This is an optimization exercise on Yosys and OpenROAD, whose aim is small area, a short achievable clock period and few clock cycles per item, not a production implementation.
Only simulation tests tie the RTL to the original design; equivalence was not proved.
Power and IR drop assume default switching activity.

xenon:
==> flow/design.v (excerpt) <==
module m64p_unit (
    input  wire        clk,
    input  wire        rst,
    input  wire        in_valid,
    output wire        in_ready,
    input  wire [2:0]  in_kind,
    input  wire [3:0]  in_reg,
    input  wire [63:0] in_data,
    output wire        out_valid,
    output wire [63:0] out_data
);
Size: about 17,000 cells after synthesis, ~2,000 flip-flops, ~0.16 sq mm of cells after synthesis.
==> flow/config.mk <==
export PLATFORM = sky130hd
export DESIGN_NAME = m64p_unit
export DESIGN_NICKNAME = m64p_unit
export VERILOG_FILES = /design/flow/design.v
export SDC_FILE = /design/flow/constraint.sdc
export NUM_CORES = 8
export LEC_CHECK = 0
export CAP_MARGIN = 30
export CORE_MARGIN = 2
export CORE_UTILIZATION = 30
export GPL_ROUTABILITY_DRIVEN = 1
export PLACE_DENSITY = 0.45
export SLEW_MARGIN = 50
==> flow/constraint.sdc <==
create_clock -name core_clock -period 18.0 [get_ports {clk}]
set_input_delay 3.6000 -clock core_clock [delete_from_list [all_inputs] [get_ports {clk}]]
set_output_delay 3.6000 -clock core_clock [all_outputs]
set_load 0.01 [all_outputs]
standard.sh (not shown) runs the stock make flow with config.mk's settings and CLKGATE_MAP_FILE= SYNTH_SCRIPT=/design/flow/synth_recipe.tcl, a recipe that flattens the netlist after the stock synthesis.
==> flow/flow/run.sh <==
#!/bin/bash
set -euo pipefail
cd "$(dirname "$0")/.."
# synthesis .. CTS: the CTS-stage repair aims at about 5.4 ns
bash standard.sh SETUP_SLACK_MARGIN=12.6 cts > flow_to_cts.log 2>&1
# global route .. finish: repair again after global routing
bash standard.sh SETUP_SLACK_MARGIN=12.6 TNS_END_PERCENT=50 finish > flow_to_finish.log 2>&1
Testbench counts of xenon, summed over its fixed seeds: cycles 20,648, txns 16,168.
[inputs] tundra vs xenon
==> flow/flow/run.sh <==
#!/bin/bash
set -euo pipefail
cd "$(dirname "$0")/.."
# synthesis .. CTS: the CTS-stage repair aims at about 5.2 ns
bash standard.sh SETUP_SLACK_MARGIN=12.8 cts > flow_to_cts.log 2>&1
# global route .. finish: repair again after global routing
bash standard.sh SETUP_SLACK_MARGIN=12.8 TNS_END_PERCENT=50 finish > flow_to_finish.log 2>&1
Results
tundra finished all stages; layout check result: FAIL, due to max-capacitance violations, max-slew violations. Min number of maximum-capacitance violations across xenon and tundra: xenon. tundra ends up with lower layout clock buffer count than xenon does. Growth of design area from synthesis to finish: tundra vs xenon up 3.1 points. The timing endpoint of the critical path comes out m_bo[18] in one run and W[3][15] in the other, namely in xenon and tundra respectively. The number of cells on the worst reg-to-reg path of tundra is higher than that of xenon.
Input changes introduced in zinc (baseline for comparison: tundra):
- a change of SLEW_MARGIN from 50 to 40
==> flow/flow/run.sh <==
#!/bin/bash
set -euo pipefail
cd "$(dirname "$0")/.."
# synthesis .. CTS: the CTS-stage repair aims at about 5.3 ns
bash standard.sh SETUP_SLACK_MARGIN=12.7 cts > flow_to_cts.log 2>&1
# global route .. finish: repair again after global routing
bash standard.sh SETUP_SLACK_MARGIN=12.7 TNS_END_PERCENT=50 finish > flow_to_finish.log 2>&1
[summary]
zinc: no failed stages, no open violations at the end. Complete run, failing final checks: tundra, reason max-capacitance violations, max-slew violations. There was hardly any difference in worst hold slack between zinc and tundra. From tundra to zinc the numbers moved as follows: sequential cell area share climbed 0.57 points; maximum fanout along the worst path climbed 2.
diff inputs: zinc => cedar
- PLACE_DENSITY: 0.45 -> 0.5
- SLEW_MARGIN: 40 -> 50
==> summary.txt <==
For cedar and zinc, there was not a single run that failed to finish clean. Between zinc and cedar, the power consumption does not differ in any meaningful way. Lower routing usage on met1 goes to cedar over zinc. cedar and zinc ended up with nearly the same number of multi-input logic gates. [compare] base=zinc new=cedar: critical path depth decreased by 1 relative to the old numbers; longest individual stage delay on the worst path -0.02 ns; worst setup slack for register-to-register paths has decreased; number of buffers inserted during clock tree synthesis decreased 8; sequential share of layout area essentially unchanged. Combinational cell fraction of total power in cedar is 1.1 points above zinc.


Starting RTL as in the previous note.
Settings: LEC_CHECK=0, CAP_MARGIN=30, CORE_MARGIN=2, CORE_UTILIZATION=30, GPL_ROUTABILITY_DRIVEN=1, PLACE_DENSITY=0.45, SLEW_MARGIN=50; clock period 18.0 ns.
==> flow/flow/run.sh <==
#!/bin/bash
set -euo pipefail
cd "$(dirname "$0")/.."
# synthesis .. CTS: the CTS-stage repair aims at about 5.3 ns
bash standard.sh SETUP_SLACK_MARGIN=12.7 cts > flow_to_cts.log 2>&1
# global route .. finish: repair again after global routing
bash standard.sh SETUP_SLACK_MARGIN=12.7 TNS_END_PERCENT=50 finish > flow_to_finish.log 2>&1
Testbench counts at the start, summed over its fixed seeds: cycles 20,648, txns 16,168.
Change:
==> flow/flow/run.sh (replaced) <==
#!/bin/bash
set -euo pipefail
cd "$(dirname "$0")/.."
# synthesis .. CTS: the CTS-stage repair aims at about 5.5 ns
bash standard.sh SETUP_SLACK_MARGIN=12.5 cts > flow_to_cts.log 2>&1
# global route .. finish: repair again after global routing
bash standard.sh SETUP_SLACK_MARGIN=12.5 TNS_END_PERCENT=30 finish > flow_to_finish.log 2>&1
After rerunning: Design area decreases by 0.72%. Maximum frequency went down by 4.3%. Routed wire length is lower by 0.35%.


## garnet
Another version of the RTL of m64p_unit (not shown whole).
Size in the first run: about 17000 cells after synthesis, about 140 I/O pins, ~160000 um^2 of cells after synthesis.
==> flow/design.v (excerpt) <==
module m64p_unit (
    input  wire        clk,
    input  wire        rst,
    input  wire        in_valid,
    output wire        in_ready,
    input  wire [2:0]  in_kind,
    input  wire [3:0]  in_reg,
    input  wire [63:0] in_data,
    output wire        out_valid,
    output wire [63:0] out_data
);
clock: 18.0 ns
lec_check: 0
cap_margin: 30
core_margin: 2
core_utilization: 30
gpl_routability_driven: 1
place_density: 0.45
slew_margin: 70
==> flow/flow/run.sh <==
#!/bin/bash
set -euo pipefail
cd "$(dirname "$0")/.."
# synthesis .. CTS: the CTS-stage repair aims at about 5.5 ns
bash standard.sh SETUP_SLACK_MARGIN=12.5 cts > flow_to_cts.log 2>&1
# global route .. finish: repair again after global routing
bash standard.sh SETUP_SLACK_MARGIN=12.5 TNS_END_PERCENT=30 finish > flow_to_finish.log 2>&1
Testbench counts of garnet, summed over its fixed seeds: cycles 20,648, txns 16,168.
The inputs of willow differ from those of garnet as listed below.
Settings: SLEW_MARGIN now 50, was 70.
[summary]
Diff garnet -> willow: layout cell share with drive strength beyond 1 moved down, area of the core level, register area level, area added between synthesis and finish moved down. Of garnet and willow, garnet shows the higher share of the clock period used by the worst path, with willow below it. Compared with garnet, willow shows detailed-route via count that has gone down slightly. Taking garnet as the reference, in willow normalized max-slew margin went down; worst slack on hold paths has increased; adder-cell area share of the yosys netlist essentially unchanged; worst-case reg-to-reg path depth increased 12.
Input-level comparison between nickel and willow:
Settings: swapping 30 for 40 in CORE_UTILIZATION; swapping 0.45 for 0.55 in PLACE_DENSITY.
[summary]
Internal power component was higher in nickel than in willow.
Re number of unique standard cell types used by synthesis: no difference whatsoever between willow and nickel.
Compare willow and nickel | die area higher: willow
Relative max-transition margin ends up lower on willow.
[nickel] ratio of final minimum period to clock period rose 0.57 points relative to willow
nickel vs willow: leakage dissipation down in nickel
Count of buffer and inverter cells on the critical path down 2 in nickel wrt willow
Row worst hold slack: nickel higher / willow lower
nickel: total wire length is about 8% lower than what willow reported.
Share of the final layout cell area in sequential cells: nickel > willow
### nickel -> yarrow
Settings: swapping 0.55 for 0.45 in PLACE_DENSITY; swapping 50 for 20 in SLEW_MARGIN; swapping 40 for 30 in CORE_UTILIZATION.
Results
yarrow: done, clean on timing, DRC and antenna
yarrow vs nickel — total via count in the routed design dropped slightly
yarrow: post-cts gate resize count 15% above nickel
The run with more routed wire is yarrow, not nickel.
[compare] base=nickel new=yarrow: largest net degree at the start of global routing shows a reduction of about 2.3%; fraction of final layout cells sized beyond drive strength 1 comparable.
Die span in x, nickel and yarrow: higher on yarrow
From nickel to yarrow the numbers moved as follows: post-detailed-placement cell area has increased; setup slack went down 3.3 ps; largest fanout of any net on the critical path has decreased.
Compared with nickel, yarrow shows area used by multi-input combinational logic that has gone down slightly.

what the ideal ports hide:
How much do the figures lean on ideal ports? The routed layouts below were timed once more, with nothing changed but the port constraints.
Step 1 assumes that a clkbuf_16 drives the clock port and a buf_2 every other input.
Step 2 also shifts input and output timing later by t, the mid clock arrival at the registers, as if the neighbouring blocks saw the same clock.
a / b / c = ideal ports / drivers / drivers and shift; a / b = the first two.
run | t (ns) | setup WS [ns] | clock arrival spread, ns | slew at the worst register clock pin (ns) | pins driven straight from the clock port
xenon | 1.123 | 12.079 / 12.079 / 12.079 | 0.101 / 0.101 | 0.07 / 0.07 | 1
tundra | 1.152 | 12.343 / 12.343 / 12.343 | 0.096 / 0.096 | 0.08 / 0.08 | 1
zinc | 1.158 | 12.275 / 12.275 / 12.275 | 0.144 / 0.144 | 0.07 / 0.07 | 1
cedar | 1.154 | 12.198 / 12.198 / 12.143 | 0.107 / 0.106 | 0.07 / 0.07 | 1
the first run of note 2 | 1.121 | 12.353 / 12.353 / 12.353 | 0.181 / 0.181 | 0.07 / 0.07 | 1
the second run of note 2 | 1.117 | 12.101 / 12.101 / 12.101 | 0.061 / 0.060 | 0.07 / 0.07 | 1
garnet | 1.161 | 12.027 / 12.027 / 12.027 | 0.187 / 0.187 | 0.10 / 0.10 | 1
willow | 1.187 | 12.103 / 12.103 / 12.103 | 0.138 / 0.139 | 0.09 / 0.09 | 1
nickel | 1.118 | 12.001 / 12.001 / 12.001 | 0.082 / 0.082 | 0.09 / 0.09 | 1
yarrow | 1.163 | 11.998 / 11.998 / 11.998 | 0.157 / 0.157 | 0.09 / 0.09 | 1
For cedar, which loses most, drivers alone change the setup slack by 0.000 ns; drivers and shift together by -0.055 ns.
